Source: an optimization exercise on an open RTL-to-GDS flow (aim: small area). Production flows keep margins and buffers that such runs may drop.
Function was checked by simulation only, so behaviour that the tests miss may differ from the original.
Power figures rest on the tool's default switching activity, not on a simulated workload.

--- design/flow/flow/run.sh ---
#!/bin/bash
# Layout flow: the standard flow (standard.sh, unchanged synthesis),
# with the ports buffered by the smallest buffer and the synthesis buffers removed
# at floorplan; the constant outputs share one tie cell.
set -euo pipefail
export BUFFER_PORTS_ARGS="-buffer_cell sky130_fd_sc_hd__buf_1"
export REMOVE_ABC_BUFFERS=1
export SKIP_REPAIR_TIE_FANOUT=1
bash standard.sh finish > standard.log 2>&1
--- design/flow/standard.sh ---
#!/bin/bash
# synth_recipe.tcl (not shown) runs the flow's synth.tcl, then flattens the netlist and writes it again
# the make line also repeats each setting of config.mk as NAME=value (left out here)
make -C /OpenROAD-flow-scripts/flow DESIGN_CONFIG=/design/flow/config.mk WORK_HOME=/design/flow/orfs CLKGATE_MAP_FILE= SYNTH_SCRIPT=/design/flow/synth_recipe.tcl "${@:-finish}"
--- design/flow/config.mk ---
export PLATFORM = sky130hd
export DESIGN_NAME = si8900_core
export DESIGN_NICKNAME = si8900_core
export VERILOG_FILES = /design/flow/design.v
export SDC_FILE = /design/flow/constraint.sdc
export NUM_CORES = 4
export LEC_CHECK = 0
export CAP_MARGIN = 0
export CORE_MARGIN = 2
export CORE_UTILIZATION = 65
export CTS_BUF_LIST = sky130_fd_sc_hd__clkbuf_8
export SLEW_MARGIN = 0
export SYNTH_HIERARCHICAL = 1
--- design/flow/constraint.sdc ---
create_clock -name core_clock -period 50.0 [get_ports {clk}]
set_input_delay 10.0000 -clock core_clock [delete_from_list [all_inputs] [get_ports {clk}]]
set_output_delay 10.0000 -clock core_clock [all_outputs]
set_load 0.01 [all_outputs]
--- design/flow/design.v ---
module si8900_fa (
    input  wire a,
    input  wire b,
    input  wire c,
    output wire s,
    output wire co
);
    assign s  = a ^ b ^ c;
    assign co = (a & b) | (a & c) | (b & c);
endmodule
module si8900_mxi (
    input  wire a0,
    input  wire a1,
    input  wire s,
    output wire y
);
    assign y = ~(s ? a1 : a0);
endmodule
module si8900_div (
    input  wire [17:0] n,
    input  wire [7:0]  d,
    output wire [9:0]  q
);
    wire [7:0] nd = ~d;
    wire [7:0] r [0:10];
    assign r[0] = n[17:10];
    genvar i, j;
    generate
        for (i = 0; i < 10; i = i + 1) begin : row
            wire [8:0] t;
            wire [8:0] c;
            wire [7:0] s;
            wire [7:0] dd = ((i % 2) == 0) ? nd : d;
            assign t = {r[i], ((i % 2) == 0) ? n[9-i] : ~n[9-i]};
            assign s[0] = t[0] ^ d[0];
            if ((i % 2) == 0) begin : pos
                assign c[1]   = t[0] | nd[0];
                assign q[9-i] = t[8] | c[8];
            end else begin : neg
                assign c[1]   = t[0] & d[0];
                assign q[9-i] = ~(t[8] & c[8]);
            end
            if (i < 9) begin : full
                for (j = 1; j < 8; j = j + 1) begin : add
                    si8900_fa u_fa (.a(t[j]), .b(dd[j]), .c(c[j]), .s(s[j]), .co(c[j+1]));
                end
                for (j = 0; j < 8; j = j + 1) begin : sel
                    si8900_mxi u_mx (.a0(t[j]), .a1(s[j]), .s(q[9-i]), .y(r[i+1][j]));
                end
            end else begin : last
                for (j = 1; j < 8; j = j + 1) begin : cmp
                    assign c[j+1] = (t[j] & dd[j]) | (t[j] & c[j]) | (dd[j] & c[j]);
                end
            end
        end
    endgenerate
endmodule
module si8900_core (
    input  wire        clk,
    input  wire        rst,              
    input  wire        op_start,
    input  wire [31:0] req,
    output wire        busy,
    output reg         done,
    output reg  [1:0]  status,
    output wire [7:0]  res_cmd,
    output reg  [15:0] res_word,
    output wire [7:0]  res_channel,
    output wire [15:0] res_value,
    output reg         res_failed,
    output reg         rx_conf,
    output reg         cf_conf,
    input  wire [23:0] pkt,
    input  wire        pkt_valid,
    input  wire        transmit_ready,
    input  wire        receive_ready,
    input  wire [7:0]  read_data,
    output wire        send_byte,
    output wire [7:0]  send_data,
    output wire        read_byte
);
    localparam [2:0] IDLE   = 3'b000,
                     OS     = 3'b001,
                     HS_RX  = 3'b010,
                     CT_RX  = 3'b011,
                     HS_TXM = 3'b100,
                     CT_TX  = 3'b101,
                     HS_TXA = 3'b110;
    localparam [1:0] ST_OK           = 2'd0,
                     ST_HS_TIMEOUT   = 2'd1,
                     ST_ECHO_TIMEOUT = 2'd2,
                     ST_ILLEGAL_OP   = 2'd3;
    reg  [2:0]  fsm;
    reg  [7:0]  nrem;      
    reg  [7:0]  cnt;       
    reg  [7:0]  cmd_lat;
    reg  [17:0] acc;       
    reg         lc_ff;     
    reg  [1:0]  lc;        
    reg         rc_hi;     
    reg  [3:0]  rc_mid;    
    reg         rc_lo;     
    reg         ch_ff;     
    reg  [1:0]  ch_lo;
    reg  [9:0]  val;
    assign res_cmd     = {rc_hi, rc_hi, rc_mid, 1'b0, rc_lo};
    assign res_channel = {{6{ch_ff}}, ch_lo};
    assign res_value   = {6'd0, val};
    wire [2:0] op = req[31:29];
    wire idle = (fsm == IDLE);
    wire tx_state = fsm[2];
    wire rx_state = (fsm[2:1] == 2'b01);
    wire os       = (fsm == OS);
    assign busy      = !idle;
    assign send_byte = !rst && tx_state && transmit_ready;
    assign read_byte = !rst && rx_state && receive_ready;
    assign send_data = fsm[0] ? cmd_lat : 8'hAA;
    wire waiting  = (tx_state && !transmit_ready) || (rx_state && !receive_ready);
    wire poll_end = (cnt[5:3] == 3'b111) && (cnt[1:0] == 2'b11);    
    wire hs_last  = acc[5] & acc[3];    
    wire ct_last  = acc[2] & acc[0];    
    wire rem_zero = &nrem;
    wire [7:0] dec_k      = idle ? req[7:0] : cmd_lat;
    wire       dec_failed = (pkt[23:16] != dec_k);
    wire [1:0] dec_ch     = pkt[13:12];
    wire [9:0] dec_val    = {pkt[11:9], pkt[8] | pkt[7], pkt[6:1]};
    wire [9:0] mean;
    si8900_div u_div (.n(acc), .d(cnt), .q(mean));
    function [7:0] inc8(input [7:0] a, input ci);
        integer k;
        reg c;
        begin
            c = ci;
            for (k = 0; k < 8; k = k + 1) begin
                inc8[k] = a[k] ^ c;
                c = a[k] & c;
            end
        end
    endfunction
    function [7:0] dec8(input [7:0] a, input bi);
        integer k;
        reg b;
        begin
            b = bi;
            for (k = 0; k < 8; k = k + 1) begin
                dec8[k] = a[k] ^ b;
                b = ~a[k] & b;
            end
        end
    endfunction
    function [17:0] acc_add(input [17:0] a, input [9:0] v);
        integer k;
        reg c;
        begin
            c = 1'b0;
            for (k = 0; k < 18; k = k + 1) begin
                if (k < 10) begin
                    acc_add[k] = a[k] ^ v[k] ^ c;
                    c = (a[k] & v[k]) | (c & (a[k] ^ v[k]));
                end else begin
                    acc_add[k] = a[k] ^ c;
                    c = a[k] & c;
                end
            end
        end
    endfunction
    always @(posedge clk) begin
        if (rst) begin
            fsm        <= IDLE;
            done       <= 1'b0;
            status     <= ST_OK;
            rx_conf    <= 1'b0;
            cf_conf    <= 1'b0;
            rc_hi      <= 1'b0;
            rc_mid     <= 4'd0;
            rc_lo      <= 1'b0;
            res_word   <= 16'd0;
            ch_ff      <= 1'b0;
            ch_lo      <= 2'd0;
            val        <= 10'd0;
            res_failed <= 1'b0;
        end else begin
            done <= 1'b0;
            if (waiting) begin
                if (poll_end) begin
                    status <= fsm[0] ? ST_ECHO_TIMEOUT : ST_HS_TIMEOUT;
                    done   <= 1'b1;
                    fsm    <= IDLE;
                end
            end else begin
                case (fsm)
                    IDLE: if (op_start) begin
                        case (op)
                            3'd0: begin
                                rx_conf <= 1'b0;
                                cf_conf <= 1'b0;
                                fsm     <= HS_TXA;
                            end
                            3'd1: begin
                                rc_hi  <= 1'b1;
                                rc_mid <= req[28:25];
                                rc_lo  <= req[24];
                                status <= ST_OK;
                                done   <= 1'b1;
                            end
                            3'd2: fsm <= CT_TX;
                            3'd3: begin
                                ch_ff      <= dec_failed;
                                ch_lo      <= dec_failed ? 2'b11 : dec_ch;
                                val        <= dec_failed ? 10'h0FF : dec_val;
                                res_failed <= dec_failed;
                                status     <= ST_OK;
                                done       <= 1'b1;
                            end
                            3'd4: fsm <= OS;
                            3'd5: begin
                                res_word <= {req[0], req[1], req[2], req[3], req[4], req[5], req[6], req[7],
                                             req[8], req[9], req[10], req[11], req[12], req[13], req[14], req[15]};
                                status   <= ST_OK;
                                done     <= 1'b1;
                            end
                            default: begin
                                status <= ST_ILLEGAL_OP;
                                done   <= 1'b1;
                            end
                        endcase
                    end
                    HS_RX: begin
                        if (read_data == 8'h55) begin
                            cf_conf <= cf_conf | rx_conf;
                            rx_conf <= 1'b1;
                            fsm     <= HS_TXA;
                        end else begin
                            rx_conf <= 1'b0;
                            cf_conf <= 1'b0;
                            fsm     <= HS_TXM;
                        end
                    end
                    HS_TXM: fsm <= HS_TXA;
                    HS_TXA: begin
                        if (rx_conf && cf_conf) begin
                            status <= ST_OK;
                            done   <= 1'b1;
                            fsm    <= IDLE;
                        end else if (hs_last) begin
                            status <= ST_HS_TIMEOUT;
                            done   <= 1'b1;
                            fsm    <= IDLE;
                        end else begin
                            fsm <= HS_RX;
                        end
                    end
                    CT_TX: fsm <= CT_RX;
                    CT_RX: begin
                        if (read_data == cmd_lat) begin
                            status <= ST_OK;
                            done   <= 1'b1;
                            fsm    <= IDLE;
                        end else if (ct_last) begin
                            status <= ST_ECHO_TIMEOUT;
                            done   <= 1'b1;
                            fsm    <= IDLE;
                        end else begin
                            fsm <= CT_TX;
                        end
                    end
                    OS: if (rem_zero) begin
                        if (cnt == 8'd0) begin
                            ch_ff      <= 1'b1;
                            ch_lo      <= 2'b11;
                            val        <= 10'h0FF;
                            res_failed <= 1'b1;
                        end else begin
                            ch_ff      <= lc_ff;
                            ch_lo      <= lc_ff ? 2'b11 : lc;
                            val        <= mean;
                            res_failed <= 1'b0;
                        end
                        status <= ST_OK;
                        done   <= 1'b1;
                        fsm    <= IDLE;
                    end
                    default: fsm <= IDLE;
                endcase
            end
        end
    end
    wire os_step  = os && pkt_valid && !rem_zero;
    wire good     = os_step && !dec_failed;
    wire xfer     = !waiting && (fsm == HS_RX || fsm == CT_TX);
    wire cnt_clr  = idle || (!waiting && !os);
    always @(posedge clk) begin
        if (idle)
            cmd_lat <= req[7:0];
        cnt <= cnt_clr ? 8'd0 : inc8(cnt, waiting || good);
        acc <= idle ? 18'd0 : acc_add(acc, good ? dec_val : {9'd0, xfer});
        nrem <= idle ? ~req[23:16] : inc8(nrem, os_step);
        if (os_step) begin
            lc_ff <= dec_failed;
            lc    <= dec_ch;
        end
    end
endmodule
==> results of run 1 <==
cell type report:
| cell class | instances | area (µm²) | share of cell area, % |
|---|---|---|---|
| well taps | 136 | 170 | 2.29 |
| clock buffers | 10 | 138 | 1.85 |
| inverters | 43 | 164 | 2.20 |
| clock inverters | 6 | 72.6 | 0.975 |
| flip-flops and latches | 89 | 1810 | 24.3 |
| multi-input cells | 492 | 4580 | 61.5 |
| repair buffers | 130 | 512 | 6.88 |
path summary, 6_finish.rpt:
| path | start | depth (start not counted) | end | slack [ps] |
|---|---|---|---|---|
| worst min register to register | status[0] | 2 | status[0] | 480 |
| worst max-delay path | cnt[1] | 88 | val[0] | 16500 |
| worst max register to register | cnt[1] | 88 | val[0] | 16500 |
| worst min-delay path | status[0] | 2 | status[0] | 480 |
cell families (layout without fill, tap and decap cells):
group / Yosys count / after routing / share of synthesized area [%]
other: 1 / 1 / 0.0554
AND/OR/NAND/NOR: 187 / 187 / 14.7
buffers and inverters: 82 / 189 / 5.71
XOR/XNOR: 15 / 15 / 1.94
adder cells (fa/ha/maj): 103 / 103 / 27.0
multiplexers: 102 / 102 / 15.1
AO/OA/AOI/OAI: 84 / 84 / 8.72
flip-flops: 89 / 89 / 26.7
power by group through the flow:
| stage | registers [W] | logic (W) | clock network, W |
|---|---|---|---|
| 6_report | 0.0000960 | 0.000142 | 0.0000527 |
| 5_1_grt | 0.0000981 | 0.000160 | 0.0000559 |
| 4_1_cts | 0.0000959 | 0.000141 | 0.0000532 |
| 3_5_place_dp | 0.0000974 | 0.000141 | 0 |
| 3_3_place_gp | 0.0000970 | 0.000133 | 0 |
| 2_1_floorplan | 0.0000953 | 0.000103 | 0 |
synth_stat cells (3+ instances only):
master	number	area share [%]
or2_2	7	0.65
nor2_1	47	2.6
a21oi_1	14	1.0
o22ai_1	12	1.1
nor4_1	15	1.4
a22oi_1	4	0.44
nor2b_1	17	1.6
clkbuf_1	14	0.78
fa_1	72	21
dfxtp_1	86	25
a21o_1	3	0.33
and2_1	28	2.6
inv_1	42	2.3
o21ai_0	21	1.6
nor3_1	14	1.0
mux2i_1	98	14
nand2_1	31	1.7
buf_4	19	2.1
ha_1	31	5.7
buf_2	4	0.30
xor2_1	13	1.7
nand2b_1	7	0.65
mux2_2	4	0.66
edfxtp_1	3	1.3
stage by stage:
stage / util (%) / instance area, µm²
after detailed placement: 70.7 / 7230
final: 72.8 / 7440
after global placement: 70.7 / 7230
after CTS: 72.8 / 7440
after global routing: 72.8 / 7440
after floorplan: - / 6550
modules after synthesis, one instance, submodules excluded:
module / copies in the design / flops+latches / area, µm² / cells
si8900_mxi: 72 / 0 / 10.0 / 1
si8900_core: 1 / 89 / 4440 / 471
si8900_fa: 63 / 0 / 20.0 / 1
si8900_div: 1 / 0 / 354 / 57
sequential cells by signal, summed over array words and instances (netlist names), 2 cells and up:
register  cells
nrem          8
cmd_lat       8
acc          18
fsm           3
res_word     16
status        2
ch_lo         2
cnt           8
rc_mid        4
lc            2
val          10
critical path, delay by kind of cell (launching register included):
| family | cells | cell delay [ps] |
|---|---|---|
| buffers and inverters | 1 | 340 |
| AOI/OAI and AO/OA | 4 | 610 |
| and+or+nand+nor | 11 | 3880 |
| adders and majority gates | 63 | 25860 |
| muxes | 9 | 1960 |
| DFF | 1 | 680 |
metal layers:
layer  share of wire (%)  global-route usage, %
met4                 1.1                   6.77
met5                   0                      0
met1                  41                   35.6
met2                  53                   51.7
met3                 4.7                   5.46
==> summary.md, run 1 <==
| Metric | Value |
|---|---|
| Setup violators final | `0` |
| Initial Util | `between 60% and 70%` |
| Clock slew at reported path FFs | `about 90 ps` |
| Status | `no timing/DRC/antenna violations` |
| Antenna violations before repair | `0` |
| Total Power | `roughly 0.00029 W` |
| Max-slew headroom | `about two fifths` |
| Max Clock Skew | `approximately 19 ps` |
| EDFF count, synth | `3` |
| Cells after Synth | `663` |
| Max stage delay on crit path | `between 600 and 700 ps` |
| Num CTS Buffers | `9` |
| Clock sink total | `89` |
| Psw | `0.000126 W` |
| Final cell count without fillers | `roughly 910` |
| Critical path fanouts, max | `10` |
| MaxCap Viol Count | `0` |
| DP HPWL | `about 12,000 µm` |
| Ys async rst share | `0%` |
| Inst Count DP | `between 800 and 900` |
| Global-route wire length before repair | `~26,000 µm` |
| CTS tree | `built` |
| Mean post-synth cell area | `between 10 and 15 µm²` |
| Pin count of the biggest net entering global routing | `45` |
| VDD IR-drop max | `a little over 30 µV` |
| RSZ-0062 raised after global routing | `false` |
| Switch share | `between 40% and 50%` |
| Die width | `106 µm` |
| DR DRC count | `0` |
| Leakage power | `about 3.3 nW` |
| Synth unique cells | `68` |
| Slowest cell on crit path | `dfxtp_1` |
| FP Rows | `37` |
| PortBufs | `124` |
| Vias post-DR | `5,139` |
| CP endpoint kind | `flip-flop` |
| Reg power frac | `about a third` |
| Post-cts sizing count | `0` |
| Core area | `0.0102 mm²` |
| Hold buffer count at cts | `0` |
| Period utilization | `67.0%` |
| Antenna Violating Nets Remaining | `0` |
| Filler cells | `781` |
| Worst-skew pair later-pin latency | `380 ps` |
| DRT Pass-1 Iters | `4` |
| Number of global-route vias before repair | `5,310` |
| Die Height | `roughly 110 µm` |
| Die ar. | `roughly 0.011 mm²` |
| Worst slew pin tran | `around 890 ps` |
| Synth Cell Area | `between 0.006 and 0.007 mm²` |
| Combinational share of power | `between 40% and 50%` |
| Max clock buf depth | `2` |
| Setup repair bufs after CTS | `0` |
| Most frequent cells in the layout | `123 x buf_1, 98 x mux2i_1, 86 x dfxtp_1, 72 x fa_1, 47 x nor2_1` |
| Overflow after GRT | `0` |
| Antenna diodes | `0` |
| Synthesis Warnings | `8` |
| Routed vias/inst | `about 5.7` |
| Most common cell after layout, fill and taps aside | `buf_1` |
| Clock power frac | `between 10% and 20%` |
| Worst Hold Class | `reg -> reg` |
| Hold slack | `roughly 480 ps` |
| Final Critical Period | `approximately 33,000 ps` |
| Share of layout cells above drive strength 1 | `~6%` |
| Synth Flop Type | `dfxtp_1` |
| Total Wirelength | `around 15,000 µm` |
| Endpoints failing hold | `0` |
| Fmax | `roughly 30 MHz` |
| Crit path DAT | `around 34,000 ps` |
| Critical path's most frequent cell | `fa_1` |
| Power Density | `a little under 40 mW/mm²` |
| Place WS | `17,020 ps` |
| Seq/Total Area, Yosys | `26.7%` |
| Root Driver | `clkbuf_8` |
| Final Wtd Congestion | `0.939` |
| Worst EP required | `50,240 ps` |
| Startpoint types | `flip-flop` |
| Ports | `about 140` |
| Kind of critical path | `reg -> reg` |
| Nets | `~940` |
| Overall routing resource usage | `28.7%` |
| Setup TNS | `0 ps` |
| Setup ws final | `roughly 17,000 ps` |
| Mean routed wirelength per cell | `about 17 µm` |
| Seq cells post-synth | `just under 90` |
| Int Power | `around 0.00017 W` |
| Pins over their slew limit | `0` |
| Area Growth Syn to Fin | `9.88%` |
| H-Tree Depth | `3` |
| Initial DRC count | `183` |
==> inputs of run 2 (changes only) <==
--- a/design/flow/flow/run.sh
+++ b/design/flow/flow/run.sh
@@ -3,3 +3,4 @@
 # with the ports buffered by the smallest buffer and the synthesis buffers removed
-# at floorplan; the constant outputs share one tie cell.
+# at floorplan; the constant outputs share one tie cell, and clock tree
+# synthesis adds no dummy loads.
 set -euo pipefail
@@ -8,2 +9,3 @@
 export SKIP_REPAIR_TIE_FANOUT=1
+export CTS_ARGS="-sink_clustering_enable -repair_clock_nets -buf_list sky130_fd_sc_hd__clkbuf_8 -dont_use_dummy_load"
 bash standard.sh finish > standard.log 2>&1
==> summary.md, run 2 <==
| Metric | Value |
|---|---|
| Crit-path leading delay family | `adder cells` |
| Initial DRC count | `260` |
| Worst path bufs/invs | `1` |
| Filler cells | `between 700 and 800` |
| Final Wtd Congestion | `between 0.9 and 1` |
| Synth top area share | `roughly 25%` |
| Worst Hold Class | `reg -> reg` |
| Max clock buf depth | `2` |
| Synth Flop Type | `dfxtp_1` |
| Number of flip-flops under the largest register name | `18` |
| Leakage power | `3.29 nW` |
| DR DRC count | `0` |
| Routed vias/inst | `around 5.7` |
| Synth Cell Area | `just under 0.007 mm²` |
| Die ar. | `0.0113 mm²` |
| Root Driver | `clkbuf_8` |
| Core area | `~0.010 mm²` |
| Max stage delay on crit path | `between 600 and 700 ps` |
| Startpoint types | `flip-flop` |
| Overall routing resource usage | `about 29%` |
| Final Critical Period | `~33,000 ps` |
| Setup TNS | `0 ps` |
| CTS tree | `built` |
| Mean routed wirelength per cell | `between 15 and 20 µm` |
| Antenna Violating Nets Remaining | `0` |
| PortBufs | `124` |
| Share of layout cells above drive strength 1 | `between 4 and 5%` |
| Hold buffer count at cts | `0` |
| Most common cell in the netlist | `mux2i_1` |
| Pins over their slew limit | `0` |
| Nets | `between 900 and 1,000` |
| Seq cells post-synth | `slightly below 90` |
| Global-route wire length before repair | `around 25,000 µm` |
| Max-slew headroom | `a little over 40%` |
| Setup violators final | `0` |
| Crit path DAT | `33,690 ps` |
| Die Height | `between 100 and 150 µm` |
| Synth area leader | `dfxtp_1` |
| Power Density | `~38 mW/mm²` |
| Area Growth Syn to Fin | `8.61%` |
| Post-cts sizing count | `0` |
| Antenna diodes | `0` |
| Initial Util | `between 60% and 70%` |
| Die width | `106 µm` |
| Clock slew at reported path FFs | `80 ps` |
| Endpoints failing hold | `0` |
| Critical path fanouts, max | `10` |
| Seq/Total Area, Yosys | `a little over a quarter` |
| Status | `no timing/DRC/antenna violations` |
| RSZ-0062 raised after global routing | `false` |
| VDD IR-drop max | `approximately 28 µV` |
| Max Clock Skew | `between 30 and 40 ps` |
| Inst Count DP | `a little under 900` |
| Num CTS Buffers | `9` |
| Mean post-synth cell area | `roughly 10 µm²` |
| Total Wirelength | `around 15,000 µm` |
| Synth unique cells | `between 60 and 70` |
| Period utilization | `67.0%` |
| Critical path's most frequent cell | `fa_1` |
| Setup repair bufs after CTS | `0` |
| Overflow after GRT | `0` |
| MaxCap Viol Count | `0` |
| Biggest register | `acc` |
| Synthesis Warnings | `8` |
| CP endpoint kind | `flip-flop` |
| Slowest cell on crit path | `dfxtp_1` |
| Worst-skew pair later-pin latency | `approximately 370 ps` |
| Pin count of the biggest net entering global routing | `45` |
| FP Rows | `37` |
| H-Tree Depth | `3` |
| Commonest cells post-synth | `98 x mux2i_1, 86 x dfxtp_1, 72 x fa_1, 47 x nor2_1, 42 x inv_1` |
| Number of global-route vias before repair | `5,283` |
| EDFF count, synth | `3` |
| Most common cell after layout, fill and taps aside | `buf_1` |
| Cells after Synth | `~660` |
| Area contributors post-synth | `dfxtp_1 25%, fa_1 21%, mux2i_1 14%, ha_1 5.7%, nor2_1 2.6%` |
| Ys async rst share | `0%` |
| Kind of critical path | `reg -> reg` |
| Worst slew pin tran | `~900 ps` |
| Ports | `approximately 140` |
| DP HPWL | `between 10,000 and 15,000 µm` |
| Fmax | `29.9 MHz` |
| DRT Pass-1 Iters | `5` |
| Final cell count without fillers | `899` |
| Antenna violations before repair | `0` |
| Vias post-DR | `around 5,000` |
| Worst EP required | `between 50,000 and 60,000 ps` |
| Largest registers | `acc x18, res_word x16, val x10` |
| Most frequent cells in the layout | `123 x buf_1, 98 x mux2i_1, 86 x dfxtp_1, 72 x fa_1, 47 x nor2_1` |
| Clock sink total | `between 80 and 90` |
[run 2: path summary, 6_finish.rpt]
check,from,endpoint,slack (ps),depth (start not counted)
worst min-delay path,status[0],status[0],470,2
worst max-delay path,cnt[1],val[0],16510,88
worst min register to register,status[0],status[0],470,2
worst max register to register,cnt[1],val[0],16510,88
[run 2: logic make-up (layout without fill, tap and decap cells)]
kind of cell / after synthesis / in the layout / synth area share (%)
AOI/OAI and AO/OA: 84 / 84 / 8.72
xor gates and xnor gates: 15 / 15 / 1.94
adders and majority gates: 103 / 103 / 27.0
buffers and inverters: 82 / 182 / 5.71
DFF: 89 / 89 / 26.7
muxes: 102 / 102 / 15.1
other: 1 / 1 / 0.0554
and+or+nand+nor: 187 / 187 / 14.7
[run 2: final cells by class]
class / instances / area [µm²] / area share (%)
inverters: 43 / 164 / 2.23
clock buffers: 9 / 124 / 1.68
repair buffers: 130 / 512 / 6.96
flip-flops and latches: 89 / 1810 / 24.6
multi-input cells: 492 / 4580 / 62.2
well taps: 136 / 170 / 2.31
[run 2: per-layer routing]
layer  up-vias  part of all wire, %  track usage (%)
met5         -                    0                0
met3        14                  4.5             5.46
met4         0                  1.1             6.67
met2       113                   54             51.7
li1       2474                    -                -
met1      2488                   41             35.4
[run 2: modules after synthesis (local to each module, per instance)]
module | cell area (µm²) | times used | cells | flip-flops and latches
si8900_core | 4440 | 1 | 471 | 89
si8900_div | 354 | 1 | 57 | 0
si8900_fa | 20.0 | 63 | 1 | 0
si8900_mxi | 10.0 | 72 | 1 | 0
[run 2: metrics by stage]
step / hold slack [ps] / setup slack, ps / util, % / total power (W) / cell area (µm²)
CTS: 472 / 16800 / 71.9 / 0.000276 / 7360
finish: 471 / 16510 / 71.9 / 0.000276 / 7360
detailed placement: 461 / 17020 / 70.7 / 0.000239 / 7230
global route: 486 / 15290 / 71.9 / 0.000300 / 7360
floorplan: 465 / 19310 / - / 0.000199 / 6550
global placement: 450 / 17500 / 70.7 / 0.000230 / 7230
[run 2: power breakdown]
group	internal [W]	leakage, nW	total (W)	switching (W)
registers	0.0000826	0.727	0.0000959	0.0000133
logic	0.0000575	2.50	0.000142	0.0000845
clock network	0.0000161	0.0647	0.0000384	0.0000222
[run 2: worst register-to-register path: cells and delay by family, from the launching register on]
kind	cells	cell delay [ps]
adder cells (fa/ha/maj)	63	25850
AND/OR/NAND/NOR	11	3890
multiplexers	9	2000
flip-flops	1	670
AO/OA/AOI/OAI	4	630
buffers and inverters	1	340
==> inputs of run 3 (changes only) <==
--- a/design/flow/design.v
+++ b/design/flow/design.v
@@ -10,2 +10,10 @@
 endmodule
+module si8900_mx (
+    input  wire a0,
+    input  wire a1,
+    input  wire s,
+    output wire y
+);
+    assign y = s ? a1 : a0;
+endmodule
 module si8900_mxi (
@@ -18,13 +26,16 @@
 endmodule
-module si8900_div (
-    input  wire [17:0] n,
-    input  wire [7:0]  d,
-    output wire [9:0]  q
+module si8900_div5 (
+    input  wire [7:0] r,
+    input  wire [4:0] n,
+    input  wire [7:0] d,
+    output wire [4:0] q,
+    output wire [7:0] ro
 );
     wire [7:0] nd = ~d;
-    wire [7:0] r [0:10];
-    assign r[0] = n[17:10];
+    wire [7:0] p [0:5];
+    assign p[0] = r;
+    assign ro   = p[5];
     genvar i, j;
     generate
-        for (i = 0; i < 10; i = i + 1) begin : row
+        for (i = 0; i < 5; i = i + 1) begin : row
             wire [8:0] t;
@@ -33,3 +44,3 @@
             wire [7:0] dd = ((i % 2) == 0) ? nd : d;
-            assign t = {r[i], ((i % 2) == 0) ? n[9-i] : ~n[9-i]};
+            assign t = {p[i], ((i % 2) == 0) ? n[4-i] : ~n[4-i]};
             assign s[0] = t[0] ^ d[0];
@@ -37,17 +48,15 @@
                 assign c[1]   = t[0] | nd[0];
-                assign q[9-i] = t[8] | c[8];
+                assign q[4-i] = t[8] | c[8];
             end else begin : neg
                 assign c[1]   = t[0] & d[0];
-                assign q[9-i] = ~(t[8] & c[8]);
+                assign q[4-i] = ~(t[8] & c[8]);
             end
-            if (i < 9) begin : full
-                for (j = 1; j < 8; j = j + 1) begin : add
-                    si8900_fa u_fa (.a(t[j]), .b(dd[j]), .c(c[j]), .s(s[j]), .co(c[j+1]));
-                end
-                for (j = 0; j < 8; j = j + 1) begin : sel
-                    si8900_mxi u_mx (.a0(t[j]), .a1(s[j]), .s(q[9-i]), .y(r[i+1][j]));
-                end
-            end else begin : last
-                for (j = 1; j < 8; j = j + 1) begin : cmp
-                    assign c[j+1] = (t[j] & dd[j]) | (t[j] & c[j]) | (dd[j] & c[j]);
+            for (j = 1; j < 8; j = j + 1) begin : add
+                si8900_fa u_fa (.a(t[j]), .b(dd[j]), .c(c[j]), .s(s[j]), .co(c[j+1]));
+            end
+            for (j = 0; j < 8; j = j + 1) begin : sel
+                if (i < 4) begin : inv
+                    si8900_mxi u_mx (.a0(t[j]), .a1(s[j]), .s(q[4-i]), .y(p[i+1][j]));
+                end else begin : keep
+                    si8900_mx u_mx (.a0(t[j]), .a1(s[j]), .s(q[4-i]), .y(p[i+1][j]));
                 end
@@ -126,4 +135,19 @@
     wire [9:0] dec_val    = {pkt[11:9], pkt[8] | pkt[7], pkt[6:1]};
-    wire [9:0] mean;
-    si8900_div u_div (.n(acc), .d(cnt), .q(mean));
+    wire os_step  = os && pkt_valid && !rem_zero;
+    wire good     = os_step && !dec_failed;
+    wire xfer     = !waiting && (fsm == HS_RX || fsm == CT_TX);
+    wire cnt_clr  = idle || (!waiting && !os);
+    wire        last  = os_step && (nrem == 8'hFE);
+    wire [17:0] acc_sum;
+    wire [7:0]  cnt_inc;
+    wire [4:0]  half_q;
+    wire [7:0]  half_r;
+    si8900_div5 u_div (
+        .r  (acc_sum[17:10]),
+        .n  (last ? acc_sum[9:5] : acc_sum[4:0]),
+        .d  (cnt_inc),
+        .q  (half_q),
+        .ro (half_r)
+    );
+    wire [9:0] mean = {acc[9:5], half_q};
     function [7:0] inc8(input [7:0] a, input ci);
@@ -287,6 +311,4 @@
     end
-    wire os_step  = os && pkt_valid && !rem_zero;
-    wire good     = os_step && !dec_failed;
-    wire xfer     = !waiting && (fsm == HS_RX || fsm == CT_TX);
-    wire cnt_clr  = idle || (!waiting && !os);
+    assign cnt_inc = inc8(cnt, waiting || good);
+    assign acc_sum = acc_add(acc, good ? dec_val : {9'd0, xfer});
     always @(posedge clk) begin
@@ -294,4 +316,4 @@
             cmd_lat <= req[7:0];
-        cnt <= cnt_clr ? 8'd0 : inc8(cnt, waiting || good);
-        acc <= idle ? 18'd0 : acc_add(acc, good ? dec_val : {9'd0, xfer});
+        cnt <= cnt_clr ? 8'd0 : cnt_inc;
+        acc <= idle ? 18'd0 : last ? {half_r, half_q, acc_sum[4:0]} : acc_sum;
         nrem <= idle ? ~req[23:16] : inc8(nrem, os_step);
==> summary.md, run 3 <==
| Metric | Value |
|---|---|
| Critical path's most frequent cell | `fa_1` |
| Setup ws final | `between 15,000 and 20,000 ps` |
| EDFF count, synth | `3` |
| Fmax | `slightly above 30 MHz` |
| Mean routed wirelength per cell | `about 15 µm` |
| Die Height | `between 100 and 150 µm` |
| Antenna Violating Nets Remaining | `0` |
| Max clock buf depth | `2` |
| Synth area leader | `dfxtp_1` |
| Power Density | `~44 mW/mm²` |
| Synth top area share | `28.6%` |
| Final Wtd Congestion | `approximately 0.9` |
| Synth Flop Type | `dfxtp_1` |
| Cells after Synth | `647` |
| Biggest register | `acc` |
| Kind of critical path | `in -> reg` |
| Endpoints failing hold | `0` |
| Seq cells post-synth | `89` |
| Most frequent cells in the layout | `123 x buf_1, 86 x dfxtp_1, 67 x nand2_1, 58 x mux2i_1, 55 x nor2_1` |
| Number of flip-flops under the largest register name | `18` |
| Leakage power | `between 2 and 3 nW` |
| FP Rows | `35` |
| H-Tree Depth | `3` |
| Worst-skew pair later-pin latency | `350 ps` |
| Slowest cell on crit path | `or4b_2` |
| Global-route wire length before repair | `22,000 µm` |
| Final cell count without fillers | `around 850` |
| Inst Count DP | `between 800 and 900` |
| Period utilization | `66.0%` |
| Root Driver | `clkbuf_8` |
| Nets | `about 900` |
| Antenna violations before repair | `0` |
| Die ar. | `between 0.01 and 0.015 mm²` |
| Routed vias/inst | `around 5.7` |
| Max stage delay on crit path | `roughly 620 ps` |
| Initial Util | `66.1%` |
| Ports | `approximately 140` |
| Synth Cell Area | `0.00602 mm²` |
| Synth unique cells | `just over 60` |
| Antenna diodes | `0` |
| Status | `no timing/DRC/antenna violations` |
| Vias post-DR | `approximately 5,000` |
| Final Critical Period | `between 30,000 and 40,000 ps` |
| Overflow after GRT | `0` |
| DR DRC count | `0` |
| PortBufs | `roughly 120` |
| Pins over their slew limit | `0` |
| Largest registers | `acc x18, res_word x16, val x10` |
| CTS tree | `built` |
| Number of global-route vias before repair | `between 4,000 and 5,000` |
| Initial DRC count | `~120` |
| Clock sink total | `89` |
| Startpoint types | `input pin` |
| Seq/Total Area, Yosys | `between 30 and 40%` |
| VDD IR-drop max | `between 30 and 40 µV` |
| Clock slew at reported path FFs | `roughly 90 ps` |
| Max Clock Skew | `about 26 ps` |
| Setup violators final | `0` |
| Worst slew pin tran | `around 1100 ps` |
| Ys async rst share | `0%` |
| Mean post-synth cell area | `9.31 µm²` |
| Post-layout util | `71.7%` |
| Pin count of the biggest net entering global routing | `43` |
| Setup repair bufs after CTS | `0` |
| Total Wirelength | `12,900 µm` |
| Num CTS Buffers | `9` |
| Place WS | `about 17,000 ps` |
| Area contributors post-synth | `dfxtp_1 29%, fa_1 15%, mux2i_1 9.6%, ha_1 5.6%, nand2_1 4.2%` |
| Share of layout cells above drive strength 1 | `just under 5%` |
| Critical path fanouts, max | `26` |
| Hold buffer count at cts | `0` |
| Worst EP required | `about 50,000 ps` |
| Synthesis Warnings | `8` |
| Area Growth Syn to Fin | `8.46%` |
| Core area | `0.00911 mm²` |
| Most common cell after layout, fill and taps aside | `buf_1` |
| DRT Pass-1 Iters | `4` |
| Most common cell in the netlist | `dfxtp_1` |
| Crit path DAT | `around 33,000 ps` |
| Worst Hold Class | `reg -> reg` |
| Die width | `between 100 and 150 µm` |
| CP endpoint kind | `flip-flop` |
| Commonest cells post-synth | `86 x dfxtp_1, 67 x nand2_1, 58 x mux2i_1, 55 x nor2_1` |
| DP HPWL | `approximately 9900 µm` |
| Filler cells | `about 750` |
| MaxCap Viol Count | `0` |
| RSZ-0062 raised after global routing | `false` |
| Post-cts sizing count | `0` |
| Setup TNS | `0 ps` |
| Max-slew headroom | `around 25%` |
| Overall routing resource usage | `a little over a quarter` |
==> run 3: cell types whose count changed after synthesis, moves of 7 or more <==
cell     previous run  this run
a21oi_1            14        26
a31oi_1             1        12
and2_1             28         9
buf_2               4        11
fa_1               72        44
mux2_4              0         9
mux2i_1            98        58
nand2_1            31        67
nor2_1             47        55
o21ai_0            21        14
o22ai_1            12         4
or2_2               7         0
or3_1               2        10
==> run 3: per-layer routing <==
metal  vias up  GRT usage [%]  routed length (µm)
met4         0           6.64                  78
met2       114           46.5                6520
li1       2383              -                   -
met1      2365           36.8                5740
met3         9           4.25                 585
met5         -              0                   0
==> run 3: layout make-up <==
type	count	area, µm²	share of cell area [%]
multi-input combinational	467	3790	58.0
sequential	89	1810	27.7
tap	111	139	2.13
inverter	45	169	2.59
timing repair buffer	128	497	7.61
clock buffer	9	124	1.90
==> run 3: where the power goes <==
| part | total (W) | leakage, nW | switching (W) | internal (W) |
|---|---|---|---|---|
| clock | 0.0000388 | 0.0647 | 0.0000226 | 0.0000162 |
| sequential | 0.0000948 | 0.728 | 0.0000125 | 0.0000823 |
| combinational | 0.000153 | 2.15 | 0.0000829 | 0.0000705 |
| total | 0.000287 | 2.94 | 0.000118 | 0.000169 |
==> run 3: final timing paths <==
check        slack [ps]           to  cells past startpoint   startpoint
max               17020      acc[17]                     70       req[7]
min                 500  res_word[0]                      2  res_word[0]
max reg2reg       25770      acc[17]                     69       fsm[0]
min reg2reg         500  res_word[0]                      2  res_word[0]
==> run 3: cells by family (layout without fill, tap and decap cells) <==
kind of cell	count (synthesis)	count (layout)	share of synthesized area [%]
XOR/XNOR	18	18	2.62
flip-flops	89	89	30.1
AND/OR/NAND/NOR	217	217	18.0
buffers and inverters	91	182	6.96
adder cells (fa/ha/maj)	71	71	20.2
other	1	1	0.0623
multiplexers	67	67	11.9
AO/OA/AOI/OAI	93	93	10.1
==> run 3: per-module statistics from Yosys (local to each module, per instance) <==
| module | cells inside | copies in the design | cell area (µm²) |
|---|---|---|---|
| si8900_fa | 1 | 35 | 20.0 |
| si8900_mxi | 1 | 32 | 10.0 |
| si8900_core | 544 | 1 | 4720 |
| si8900_div5 | 28 | 1 | 156 |
| si8900_mx | 1 | 8 | 15.0 |
==> run 3: per-stage QoR <==
step | instance area (µm²) | power [W] | hold slack, ps
floorplan | 5770 | 0.000211 | 465
global placement | 6410 | 0.000244 | 470
detailed placement | 6410 | 0.000249 | 480
CTS | 6530 | 0.000289 | 507
global route | 6530 | 0.000314 | 520
finish | 6530 | 0.000287 | 501
==> run 3: critical path: cells and delay by family <==
| family | cells | cell delay (ps) |
|---|---|---|
| AO/OA/AOI/OAI | 3 | 540 |
| adder cells (fa/ha/maj) | 46 | 17520 |
| multiplexers | 5 | 1330 |
| buffers and inverters | 6 | 590 |
| AND/OR/NAND/NOR | 10 | 3200 |
==> inputs of run 4 (changes only) <==
--- a/design/flow/design.v
+++ b/design/flow/design.v
@@ -10,9 +10,7 @@
 endmodule
-module si8900_mx (
-    input  wire a0,
-    input  wire a1,
-    input  wire s,
+module si8900_inv (
+    input  wire a,
     output wire y
 );
-    assign y = s ? a1 : a0;
+    assign y = ~a;
 endmodule
@@ -60,3 +58,5 @@
                 end else begin : keep
-                    si8900_mx u_mx (.a0(t[j]), .a1(s[j]), .s(q[4-i]), .y(p[i+1][j]));
+                    wire ny;
+                    si8900_mxi u_mx (.a0(t[j]), .a1(s[j]), .s(q[4-i]), .y(ny));
+                    si8900_inv u_in (.a(ny), .y(p[i+1][j]));
                 end
==> summary.md, run 4 <==
| Metric | Value |
|---|---|
| Pin count of the biggest net entering global routing | `43` |
| Synth Flop Type | `dfxtp_1` |
| Mean post-synth cell area | `roughly 9.2 µm²` |
| Total Wirelength | `between 10,000 and 15,000 µm` |
| Synth Cell Area | `approximately 0.006 mm²` |
| Adder-cell share of the synthesized area | `between 20% and 30%` |
| Endpoints failing hold | `0` |
| Area Growth Syn to Fin | `8.85%` |
| Initial Util | `between 60% and 70%` |
| Reg2reg setup slack | `about 26,000 ps` |
| Most common cell after layout, fill and taps aside | `buf_1` |
| Clock slew at reported path FFs | `~80 ps` |
| RSZ-0062 raised after global routing | `false` |
| Cells after Synth | `approximately 660` |
| Synth unique cells | `61` |
| Largest registers | `acc x18, res_word x16, val x10` |
| Root Driver | `clkbuf_8` |
| Vias post-DR | `a little under 5,000` |
| Post-synthesis mux area share | `between 10% and 20%` |
| FP Rows | `35` |
| Number of flip-flops under the largest register name | `18` |
| RR Startpoint | `fsm[1]` |
| Max stage delay on crit path | `about 630 ps` |
| Initial DRC count | `approximately 170` |
| CP endpoint kind | `flip-flop` |
| DR DRC count | `0` |
| Most frequent cells in the layout | `123 x buf_1, 86 x dfxtp_1, 67 x nand2_1, 66 x mux2i_1, 55 x nor2_1` |
| Antenna Violating Nets Remaining | `0` |
| Kind of critical path | `in -> reg` |
| Synth area leader | `dfxtp_1` |
| Seq/Total Area, Yosys | `30.1%` |
| Setup repair bufs after CTS | `0` |
| Max Clock Skew | `about 29 ps` |
| Synthesis Warnings | `8` |
| Area contributors post-synth | `dfxtp_1 29%, fa_1 15%, mux2i_1 11%, ha_1 5.6%, nand2_1 4.2%` |
| Critical path's most frequent cell | `fa_1` |
| Number of global-route vias before repair | `~4,800` |
| DP HPWL | `approximately 10,000 µm` |
| Global-route wire length before repair | `around 22,000 µm` |
| Slowest cell on crit path | `or4b_2` |
| Period utilization | `between 60% and 70%` |
| Core area | `slightly above 0.009 mm²` |
| Compound-Gate Fraction of Synth Area | `between 10% and 20%` |
| CP endpoint | `acc[13]` |
| Status | `no timing/DRC/antenna violations` |
| Switch share | `roughly 43%` |
| Worst EP required | `50,220 ps` |
| Worst r2r path cells | `70` |
| Crit path DAT | `around 33,000 ps` |
| CP startpoint | `req[6]` |
| Filler cells | `about 750` |
| Share of layout cells above drive strength 1 | `4.14%` |
| Pins over their slew limit | `0` |
| Psw | `0.000121 W` |
| Ys async rst share | `0%` |
| Num CTS Buffers | `9` |
| R2R Path End | `acc[13]` |
| PortBufs | `124` |
| Hold buffer count at cts | `0` |
| EDFF count, synth | `3` |
| Final Critical Period | `between 30,000 and 40,000 ps` |
| Worst slew pin tran | `1160 ps` |
| Setup TNS | `0 ps` |
| Setup violators final | `0` |
| Seq cells post-synth | `between 80 and 90` |
| Max-slew headroom | `22.3%` |
| Placed Instance Area | `between 0.006 and 0.007 mm²` |
| CTS tree | `built` |
| Biggest register | `acc` |
| Clock power frac | `~14%` |
| Reg power frac | `about a third` |
| Startpoint types | `input pin` |
| MaxCap Viol Count | `0` |
| VDD IR-drop max | `26.2 µV` |
| Largest family of logic cells by synthesized area | `adder cells` |
| Int Power | `roughly 0.00016 W` |
| Commonest cells post-synth | `86 x dfxtp_1, 67 x nand2_1, 66 x mux2i_1, 55 x nor2_1, 52 x inv_1` |
| Ports | `approximately 140` |
| Die Height | `roughly 100 µm` |
| Critical path fanouts, max | `26` |
| Nets | `slightly below 900` |
| Overflow after GRT | `0` |
| Post-cts sizing count | `0` |
| Routed vias/inst | `approximately 5.7` |
| Die ar. | `~0.010 mm²` |
| Max clock buf depth | `2` |
| Antenna violations before repair | `0` |
| Mean routed wirelength per cell | `15.5 µm` |
| Worst Hold Class | `reg -> reg` |
| Power Density | `approximately 43 mW/mm²` |
| Die width | `around 100 µm` |
| Clock sink total | `approximately 90` |
| Overall routing resource usage | `between 20 and 30%` |
| Design area | `0.00654 mm²` |
| DRT Pass-1 Iters | `5` |
| Fmax | `between 30 and 40 MHz` |
| Leakage power | `a little over 3 nW` |
| H-Tree Depth | `3` |
| Synth top area share | `roughly 29%` |
| Worst-skew pair later-pin latency | `360 ps` |
| XOR/XNOR share of the synthesized area | `around 2.6%` |
| Antenna diodes | `0` |
| Combinational share of power | `roughly 53%` |
| Most common cell in the netlist | `dfxtp_1` |
| Final Wtd Congestion | `between 0.8 and 0.9` |
| Post-synthesis simple-gate area fraction | `18.0%` |
## run 4: routing by layer
layer	wire [µm]	track usage (%)	vias to the layer above
met5	0	0	-
met4	138	8.22	0
met3	713	4.53	11
met2	6520	46.4	146
met1	5960	37.1	2332
li1	-	-	2395
## run 4: per-stage QoR
step	cells	setup slack (ps)	utilization (%)	hold slack [ps]	total power, W
3_3_place_gp	851	17200	70.5	473	0.000236
4_1_cts	860	17270	71.8	504	0.000283
3_5_place_dp	851	16950	70.5	479	0.000243
6_report	860	17220	71.8	496	0.000281
5_1_grt	860	16280	71.8	525	0.000307
2_1_floorplan	609	18790	-	465	0.000204
## run 4: worst max-delay path, delay by kind of cell
kind	cells	cell delay, ps
simple gates	9	3000
mux	5	1220
compound gates	4	610
fa+ha+maj	46	17490
buf+inv	7	650
## run 4: kinds of logic (layout without fill, tap and decap cells)
kind of cell / Yosys count / after routing
compound gates: 93 / 93
buf+inv: 99 / 193
other cells: 1 / 1
fa+ha+maj: 71 / 71
xor+xnor: 18 / 18
flops: 89 / 89
mux: 67 / 67
simple gates: 217 / 217
## run 4: final cells by class
cell class / count / area, µm² / share of cell area, %
repair buffers: 131 / 519 / 7.94
well taps: 111 / 139 / 2.12
inverters: 53 / 199 / 3.04
flip-flops and latches: 89 / 1810 / 27.7
multi-input cells: 467 / 3750 / 57.3
clock buffers: 9 / 124 / 1.89
## run 4: how the worst min path moves through the flow
stage	start	endpoint	slack [ps]	depth (start not counted)
global placement	res_word[1]	res_word[1]	470	2
global route	status[1]	status[1]	530	2
finish	res_word[3]	res_word[3]	500	2
CTS	res_word[3]	res_word[3]	500	2
detailed placement	res_failed	res_failed	480	2
floorplan	cmd_lat[3]	cmd_lat[3]	470	2
## run 4: per-module statistics from Yosys, one instance, submodules excluded
module       flip-flops and latches  copies in the design  cells inside
si8900_core                      89                     1           544
si8900_fa                         0                    35             1
si8900_inv                        0                     8             1
si8900_mxi                        0                    40             1
si8900_div5                       0                     1            28
## run 4: power groups by stage
stage	clock (W)	combinational, W	sequential [W]
6_report	0.0000392	0.000148	0.0000936
5_1_grt	0.0000423	0.000170	0.0000950
4_1_cts	0.0000403	0.000149	0.0000934
3_5_place_dp	0	0.000148	0.0000950
3_3_place_gp	0	0.000141	0.0000943
2_1_floorplan	0	0.000109	0.0000945
==> inputs of run 5 (changes only) <==
--- a/design/flow/flow/run.sh
+++ b/design/flow/flow/run.sh
@@ -9,3 +9,3 @@
 export SKIP_REPAIR_TIE_FANOUT=1
-export CTS_ARGS="-sink_clustering_enable -repair_clock_nets -buf_list sky130_fd_sc_hd__clkbuf_8 -dont_use_dummy_load"
+export CTS_ARGS="-sink_clustering_enable -repair_clock_nets -buf_list sky130_fd_sc_hd__clkbuf_8 -dont_use_dummy_load -sink_buffer_max_cap_derate 1.0 -sink_clustering_size 30 -sink_clustering_max_diameter 100"
 bash standard.sh finish > standard.log 2>&1
==> summary.md, run 5 <==
| Metric | Value |
|---|---|
| Status | `no timing/DRC/antenna violations` |
| Number of flip-flops under the largest register name | `18` |
| Critical path's most frequent cell | `fa_1` |
| FP Rows | `35` |
| Num CTS Buffers | `9` |
| H-Tree Depth | `3` |
| Pin count of the biggest net entering global routing | `43` |
| Antenna Violating Nets Remaining | `0` |
| Clock slew at reported path FFs | `80 ps` |
| Critical path fanouts, max | `26` |
| Setup violators final | `0` |
| Antenna diodes | `0` |
| Startpoint types | `input pin` |
| Most common cell in the netlist | `dfxtp_1` |
| Psw | `approximately 0.00012 W` |
| Post-cts sizing count | `0` |
| Die width | `about 100 µm` |
| Commonest cells post-synth | `86 x dfxtp_1, 67 x nand2_1, 66 x mux2i_1, 55 x nor2_1, 52 x inv_1` |
| VDD IR-drop max | `26.2 µV` |
| EDFF count, synth | `3` |
| Register area | `between 0.0015 and 0.002 mm²` |
| CP endpoint kind | `flip-flop` |
| Overflow after GRT | `0` |
| Nets | `between 800 and 900` |
| Crit path DAT | `33,000 ps` |
| Endpoints failing hold | `0` |
| Setup TNS | `0 ps` |
| Most frequent cells in the layout | `123 x buf_1, 86 x dfxtp_1, 67 x nand2_1, 66 x mux2i_1, 55 x nor2_1` |
| M3 GR Usage | `4.53%` |
| Clock power frac | `approximately 14%` |
| Die Height | `100 µm` |
| Pins over their slew limit | `0` |
| Mean routed wirelength per cell | `~16 µm` |
| Seq cells post-synth | `roughly 90` |
| Worst Hold Class | `reg -> reg` |
| Initial Util | `around two thirds` |
| Final Critical Period | `between 30,000 and 40,000 ps` |
| Reg power frac | `between 30% and 40%` |
| PortBufs | `~120` |
| Ports | `~140` |
| Synth unique cells | `slightly above 60` |
| Most common cell after layout, fill and taps aside | `buf_1` |
| Hold slack | `a little under 500 ps` |
| Overall routing resource usage | `around 28%` |
| Top Usage Layer GRT | `met2` |
| Initial DRC count | `between 150 and 200` |
| Period utilization | `65.6%` |
| DR DRC count | `0` |
| Max stage delay on crit path | `630 ps` |
| Setup repair bufs after CTS | `0` |
| Fmax | `between 30 and 40 MHz` |
| Synthesis Warnings | `8` |
| Switch share | `between 40% and 50%` |
| Largest registers | `acc x18, res_word x16, val x10` |
| Routed vias/inst | `5.68` |
| Biggest register | `acc` |
| Mean post-synth cell area | `roughly 9.2 µm²` |
| Final Wtd Congestion | `around 0.86` |
| Clock sink total | `89` |
| Area contributors post-synth | `dfxtp_1 29%, fa_1 15%, mux2i_1 11%, ha_1 5.6%, nand2_1 4.2%` |
| Int Power | `about 0.00016 W` |
| Met2 Use GR | `46.4%` |
| Max Clock Skew | `around 29 ps` |
| Max-slew headroom | `22.3%` |
| Synth Flop Type | `dfxtp_1` |
| Power Density | `around 43 mW/mm²` |
| Global-route wire length before repair | `22,200 µm` |
| Worst EP required | `roughly 50,000 ps` |
| Max clock buf depth | `2` |
| Synth top area share | `about 29%` |
| Root Driver | `clkbuf_8` |
| Slowest cell on crit path | `or4b_2` |
| Place WS | `~17,000 ps` |
| Ys async rst share | `0%` |
| RSZ-0062 raised after global routing | `false` |
| Die ar. | `~0.010 mm²` |
| Synth Cell Area | `between 0.006 and 0.007 mm²` |
| Setup ws final | `approximately 17,000 ps` |
| Share of layout cells above drive strength 1 | `under 10%` |
| Met1 usage | `37.1%` |
| Number of global-route vias before repair | `4,765` |
| Filler cells | `752` |
| Core area | `between 0.009 and 0.01 mm²` |
| Worst slew pin tran | `~1200 ps` |
| CTS tree | `built` |
| Cells after Synth | `~660` |
| Worst-skew pair later-pin latency | `360 ps` |
| Hold buffer count at cts | `0` |
| Total Power | `0.000281 W` |
| Vias post-DR | `4,884` |
| Seq/Total Area, Yosys | `30.1%` |
| DP HPWL | `around 10,000 µm` |
| Kind of critical path | `in -> reg` |
| DRT Pass-1 Iters | `5` |
| Combinational share of power | `52.7%` |
| Leakage power | `3.02 nW` |
| Antenna violations before repair | `0` |
| Area occupied by multi-input gates | `about 0.0037 mm²` |
| Total Wirelength | `13,300 µm` |
| Synth area leader | `dfxtp_1` |
| Area Growth Syn to Fin | `8.85%` |
| MaxCap Viol Count | `0` |
## run 5: cell counts in the layout (fill, tap and decap cells not counted)
Identical to the previous run, type by type.
## run 5: critical path: cells and delay by family
kind            cells  cell delay (ps)
simple gates        9             3000
buf+inv             7              650
fa+ha+maj          46            17490
mux                 5             1220
compound gates      4              610
## run 5: cell families after synthesis
| group | Yosys count | share of synthesized area [%] |
|---|---|---|
| simple gates | 217 | 18.0 |
| xor+xnor | 18 | 2.62 |
| flops | 89 | 30.1 |
| fa+ha+maj | 71 | 20.3 |
| buf+inv | 99 | 7.47 |
| compound gates | 93 | 10.1 |
| mux | 67 | 11.2 |
| other cells | 1 | 0.0624 |
## run 5: metal layers
| layer | part of all wire, % | wire length [µm] | vias up |
|---|---|---|---|
| met5 | 0 | 0 | - |
| met1 | 45 | 5960 | 2332 |
| met3 | 5.3 | 713 | 11 |
| li1 | - | - | 2395 |
| met2 | 49 | 6520 | 146 |
| met4 | 1.0 | 138 | 0 |
## run 5: metrics by stage
step	area (µm²)	instances	utilization, %
after global routing	6540	860	71.8
after global placement	6420	851	70.5
after CTS	6540	860	71.8
final	6540	860	71.8
after floorplan	5760	609	-
after detailed placement	6420	851	70.5
## run 5: per-module statistics from Yosys, one instance, submodules excluded
module       cells  times used  cell area, µm²  flops+latches
si8900_core    544           1            4720             89
si8900_div5     28           1             156              0
si8900_fa        1          35            20.0              0
si8900_inv       1           8            3.75              0
si8900_mxi       1          40            10.0              0
## run 5: path summary, 6_finish.rpt
kind,cells past startpoint,slack (ps),to,startpoint
min,2,500,res_word[3],res_word[3]
min reg2reg,2,500,res_word[3],res_word[3]
max,71,17220,acc[13],req[6]
max reg2reg,70,26050,acc[13],fsm[1]
## run 5: power by group through the flow
stage	clock network [W]	logic, W	registers, W
2_1_floorplan	0	0.000109	0.0000945
3_3_place_gp	0	0.000141	0.0000943
3_5_place_dp	0	0.000148	0.0000950
4_1_cts	0.0000403	0.000149	0.0000934
5_1_grt	0.0000423	0.000170	0.0000950
6_report	0.0000392	0.000148	0.0000936
## run 5: final cells by class
type	instances	area share [%]
multi-input cells	467	57.3
repair buffers	131	7.94
well taps	111	2.12
clock buffers	9	1.89
inverters	53	3.04
flip-flops and latches	89	27.7
==> inputs of run 6 (changes only) <==
--- a/design/flow/design.v
+++ b/design/flow/design.v
@@ -72,3 +72,3 @@
     output wire        busy,
-    output reg         done,
+    output wire        done,
     output reg  [1:0]  status,
@@ -94,5 +94,6 @@
                      CT_RX  = 3'b011,
-                     HS_TXM = 3'b100,
+                     IDLE_D = 3'b100,
                      CT_TX  = 3'b101,
-                     HS_TXA = 3'b110;
+                     HS_TXM = 3'b110,
+                     HS_TXA = 3'b111;
     localparam [1:0] ST_OK           = 2'd0,
@@ -118,10 +119,12 @@
     wire [2:0] op = req[31:29];
-    wire idle = (fsm == IDLE);
-    wire tx_state = fsm[2];
+    wire idle = (fsm[1:0] == 2'b00);
+    wire tx_state = fsm[2] & (fsm[1] | fsm[0]);
     wire rx_state = (fsm[2:1] == 2'b01);
+    wire ct       = fsm[0] & ~(fsm[2] & fsm[1]);    
     wire os       = (fsm == OS);
     assign busy      = !idle;
+    assign done      = (fsm == IDLE_D);
     assign send_byte = !rst && tx_state && transmit_ready;
     assign read_byte = !rst && rx_state && receive_ready;
-    assign send_data = fsm[0] ? cmd_lat : 8'hAA;
+    assign send_data = fsm[1] ? 8'hAA : cmd_lat;
     wire waiting  = (tx_state && !transmit_ready) || (rx_state && !receive_ready);
@@ -193,3 +196,2 @@
             fsm        <= IDLE;
-            done       <= 1'b0;
             status     <= ST_OK;
@@ -206,8 +208,8 @@
         end else begin
-            done <= 1'b0;
+            if (idle)
+                fsm <= IDLE;
             if (waiting) begin
                 if (poll_end) begin
-                    status <= fsm[0] ? ST_ECHO_TIMEOUT : ST_HS_TIMEOUT;
-                    done   <= 1'b1;
-                    fsm    <= IDLE;
+                    status <= ct ? ST_ECHO_TIMEOUT : ST_HS_TIMEOUT;
+                    fsm    <= IDLE_D;
                 end
@@ -215,3 +217,3 @@
                 case (fsm)
-                    IDLE: if (op_start) begin
+                    IDLE, IDLE_D: if (op_start) begin
                         case (op)
@@ -227,3 +229,3 @@
                                 status <= ST_OK;
-                                done   <= 1'b1;
+                                fsm   <= IDLE_D;
                             end
@@ -236,3 +238,3 @@
                                 status     <= ST_OK;
-                                done       <= 1'b1;
+                                fsm       <= IDLE_D;
                             end
@@ -243,3 +245,3 @@
                                 status   <= ST_OK;
-                                done     <= 1'b1;
+                                fsm     <= IDLE_D;
                             end
@@ -247,3 +249,3 @@
                                 status <= ST_ILLEGAL_OP;
-                                done   <= 1'b1;
+                                fsm   <= IDLE_D;
                             end
@@ -266,8 +268,6 @@
                             status <= ST_OK;
-                            done   <= 1'b1;
-                            fsm    <= IDLE;
+                            fsm    <= IDLE_D;
                         end else if (hs_last) begin
                             status <= ST_HS_TIMEOUT;
-                            done   <= 1'b1;
-                            fsm    <= IDLE;
+                            fsm    <= IDLE_D;
                         end else begin
@@ -280,8 +280,6 @@
                             status <= ST_OK;
-                            done   <= 1'b1;
-                            fsm    <= IDLE;
+                            fsm    <= IDLE_D;
                         end else if (ct_last) begin
                             status <= ST_ECHO_TIMEOUT;
-                            done   <= 1'b1;
-                            fsm    <= IDLE;
+                            fsm    <= IDLE_D;
                         end else begin
@@ -303,6 +301,4 @@
                         status <= ST_OK;
-                        done   <= 1'b1;
-                        fsm    <= IDLE;
+                        fsm    <= IDLE_D;
                     end
-                    default: fsm <= IDLE;
                 endcase
--- a/design/flow/flow/run.sh
+++ b/design/flow/flow/run.sh
@@ -9,3 +9,3 @@
 export SKIP_REPAIR_TIE_FANOUT=1
-export CTS_ARGS="-sink_clustering_enable -repair_clock_nets -buf_list sky130_fd_sc_hd__clkbuf_8 -dont_use_dummy_load -sink_buffer_max_cap_derate 1.0 -sink_clustering_size 30 -sink_clustering_max_diameter 100"
+export CTS_ARGS="-sink_clustering_enable -repair_clock_nets -buf_list sky130_fd_sc_hd__clkbuf_8 -dont_use_dummy_load"
 bash standard.sh finish > standard.log 2>&1
==> summary.md, run 6 <==
| Metric | Value |
|---|---|
| Status | `no timing/DRC/antenna violations` |
| Vias post-DR | `about 4,800` |
| PortBufs | `124` |
| CP endpoint kind | `flip-flop` |
| Synth area leader | `dfxtp_1` |
| Final Wtd Congestion | `0.909` |
| Area contributors post-synth | `dfxtp_1 29%, fa_1 15%, mux2i_1 11%, nand2_1 5.8%, ha_1 5.7%` |
| Place WS | `between 15,000 and 20,000 ps` |
| Filler cells | `slightly below 700` |
| Cells on Worst Hold Path | `1` |
| RSZ-0062 raised after global routing | `false` |
| Worst r2r path cells | `70` |
| Largest registers | `acc x18, res_word x16, val x10` |
| Worst-skew pair later-pin latency | `approximately 360 ps` |
| Slowest cell on crit path | `nor3_1` |
| Seq/Total Area, Yosys | `~30%` |
| Setup violators final | `0` |
| Max clock buf depth | `2` |
| Pin count of the biggest net entering global routing | `50` |
| Leakage power | `between 2 and 3 nW` |
| Kind of critical path | `in -> reg` |
| Synth top area share | `between 20% and 30%` |
| Initial Util | `67.5%` |
| Total Wirelength | `roughly 13,000 µm` |
| Crit path DAT | `roughly 32,000 ps` |
| Global-route wire length before repair | `between 20,000 and 25,000 µm` |
| DRT Pass-1 Iters | `4` |
| Root Driver | `clkbuf_8` |
| Overall routing resource usage | `27.3%` |
| Die Height | `99.4 µm` |
| Max-slew headroom | `31.5%` |
| Mean routed wirelength per cell | `15.4 µm` |
| Startpoint types | `input pin` |
| R2R Path End | `acc[17]` |
| Ports | `approximately 140` |
| Worst EP required | `~50,000 ps` |
| Area Growth Syn to Fin | `8.67%` |
| Antenna Violating Nets Remaining | `0` |
| RR Startpoint | `fsm[0]` |
| Endpoints failing hold | `0` |
| Hold buffer count at cts | `0` |
| Max stage delay on crit path | `between 600 and 700 ps` |
| FP Rows | `34` |
| Die ar. | `a little under 0.01 mm²` |
| Overflow after GRT | `0` |
| Commonest cells post-synth | `91 x nand2_1, 85 x dfxtp_1, 63 x mux2i_1, 54 x nor2_1, 44 x fa_1` |
| Synth unique cells | `56` |
| Core area | `0.00876 mm²` |
| Num CTS Buffers | `9` |
| Synth Flop Type | `dfxtp_1` |
| Setup ws final | `around 18,000 ps` |
| Max Clock Skew | `32.4 ps` |
| Final Critical Period | `around 32,000 ps` |
| Ys async rst share | `0%` |
| MaxCap Viol Count | `0` |
| Antenna violations before repair | `0` |
| Hold endpoint | `res_failed` |
| Antenna diodes | `0` |
| Worst slew pin tran | `~1000 ps` |
| Most common cell after layout, fill and taps aside | `buf_1` |
| Number of flip-flops under the largest register name | `18` |
| Synthesis Warnings | `8` |
| Nets | `roughly 880` |
| Seq cells post-synth | `approximately 90` |
| Setup TNS | `0 ps` |
| H-Tree Depth | `3` |
| Number of global-route vias before repair | `4,620` |
| Clock sink total | `between 80 and 90` |
| Post-cts sizing count | `0` |
| Period utilization | `approximately 64%` |
| Initial DRC count | `150` |
| Reg2reg setup slack | `between 20,000 and 30,000 ps` |
| Post-layout util | `73.4%` |
| Die width | `between 90 and 100 µm` |
| Cells after Synth | `641` |
| Worst Hold Class | `reg -> reg` |
| Critical path's most frequent cell | `fa_1` |
| DP HPWL | `about 10,000 µm` |
| Fmax | `around 31 MHz` |
| Most common cell in the netlist | `nand2_1` |
| HP Start | `res_failed` |
| Setup repair bufs after CTS | `0` |
| Power Density | `53.8 mW/mm²` |
| Most frequent cells in the layout | `123 x buf_1, 91 x nand2_1, 85 x dfxtp_1, 63 x mux2i_1, 54 x nor2_1` |
| Share of layout cells above drive strength 1 | `approximately 4%` |
| DR DRC count | `0` |
| EDFF count, synth | `3` |
| Routed vias/inst | `between 5 and 6` |
| Clock slew at reported path FFs | `~80 ps` |
| Pins over their slew limit | `0` |
| CTS tree | `built` |
| Biggest register | `acc` |
| VDD IR-drop max | `about 55 µV` |
| Synth Cell Area | `about 0.0059 mm²` |
| Critical path fanouts, max | `11` |
| Mean post-synth cell area | `around 9.2 µm²` |
==> run 6: cell types whose count changed after synthesis, moves of 6 or more <==
cell	change
buf_2	-6
inv_1	-15
nor4_1	-8
xnor2_1	+20
xor2_1	-11
a31oi_1	-7
o21ai_0	+6
nand2_1	+24
a311oi_1	+7
==> run 6: layout make-up <==
class	count	area, µm²	share of cell area [%]
timing repair buffer	128	497	7.73
multi-input combinational	472	3740	58.2
clock buffer	9	124	1.93
inverter	37	139	2.16
sequential	88	1790	27.9
tap	108	135	2.10
==> run 6: metal layers <==
| metal | routed length (µm) | GRT usage [%] | up-vias |
|---|---|---|---|
| li1 | - | - | 2326 |
| met4 | 146 | 6.74 | 0 |
| met1 | 5800 | 38.3 | 2280 |
| met2 | 6150 | 45.3 | 175 |
| met5 | 0 | 0 | - |
| met3 | 846 | 3.65 | 16 |
==> run 6: kinds of logic (layout without fill, tap and decap cells) <==
logic type	after synthesis	after routing	synth area share (%)
fa+ha+maj	71	71	20.6
compound gates	84	84	9.71
simple gates	224	224	17.9
other cells	1	1	0.0634
flops	88	88	30.3
mux	65	65	11.0
buf+inv	81	174	6.45
xor+xnor	27	27	4.00
==> run 6: Yosys stat by module (local to each module, per instance) <==
module,copies in the design,flip-flops and latches,cell area [µm²]
si8900_div5,1,0,156
si8900_fa,35,0,20.0
si8900_mxi,40,0,10.0
si8900_core,1,88,4630
si8900_inv,8,0,3.75
==> run 6: worst max-delay path, delay by kind of cell <==
family | cells | cell delay [ps]
AO/OA/AOI/OAI | 3 | 790
AND/OR/NAND/NOR | 9 | 3150
adder cells (fa/ha/maj) | 46 | 16550
buffers and inverters | 7 | 490
multiplexers | 5 | 1210
XOR/XNOR | 1 | 200
==> run 6: worst max path at each step <==
| stage | from | to | slack (ps) | cells past startpoint |
|---|---|---|---|---|
| CTS | req[0] | acc[17] | 17690 | 71 |
| detailed placement | req[0] | acc[17] | 17340 | 71 |
| floorplan | pkt[19] | acc[17] | 19220 | 68 |
| finish | req[0] | acc[17] | 17800 | 71 |
| global placement | req[0] | acc[17] | 17650 | 71 |
| global route | req[0] | acc[17] | 16670 | 71 |
==> run 6: per-stage QoR <==
stage | std cells | total power [W] | instance area, µm² | hold slack (ps)
global route | 842 | 0.000382 | 6430 | 504
detailed placement | 833 | 0.000309 | 6300 | 458
finish | 842 | 0.000346 | 6430 | 471
global placement | 833 | 0.000301 | 6300 | 465
floorplan | 597 | 0.000254 | 5670 | 467
CTS | 842 | 0.000347 | 6430 | 476
==> run 6: where the power goes <==
part | switching (W) | internal (W) | total, W | leakage, nW
logic | 0.000121 | 0.0000834 | 0.000205 | 2.06
registers | 0.0000157 | 0.0000864 | 0.000102 | 0.719
clock network | 0.0000229 | 0.0000162 | 0.0000391 | 0.0647
total | 0.000160 | 0.000186 | 0.000346 | 2.84

==> port drivers added, routing unchanged <==
The flow's constraints put no driver on any port. The routed layouts listed below were extracted and timed again, unchanged, in two steps.
Step 1 sets driving cells, clkbuf_16 on the clock port and buf_2 on the other inputs (assumed; they add their load-dependent delay and slew).
Step 2 times the ports against the registers' clock, not the clock port: input delays grow and output delays shrink by t, the midpoint of the rising clock arrivals with the driver on.
a / b / c = ideal / step 1 / step 2; a / b = the first two.
run | t (ns) | setup slack, ns | worst setup path after step 2
run 1 | 0.404 | 16.501 / 16.501 / 16.501 | register to register
run 2 | 0.388 | 16.510 / 16.510 / 16.510 | register to register
run 3 | 0.373 | 17.019 / 17.030 / 16.657 | input to register
run 4 | 0.382 | 17.215 / 17.221 / 16.840 | input to register
run 5 | 0.382 | 17.215 / 17.221 / 16.840 | input to register
run 6 | 0.375 | 17.799 / 17.810 / 17.435 | input to register
After both steps setup and hold are still met in every run listed.
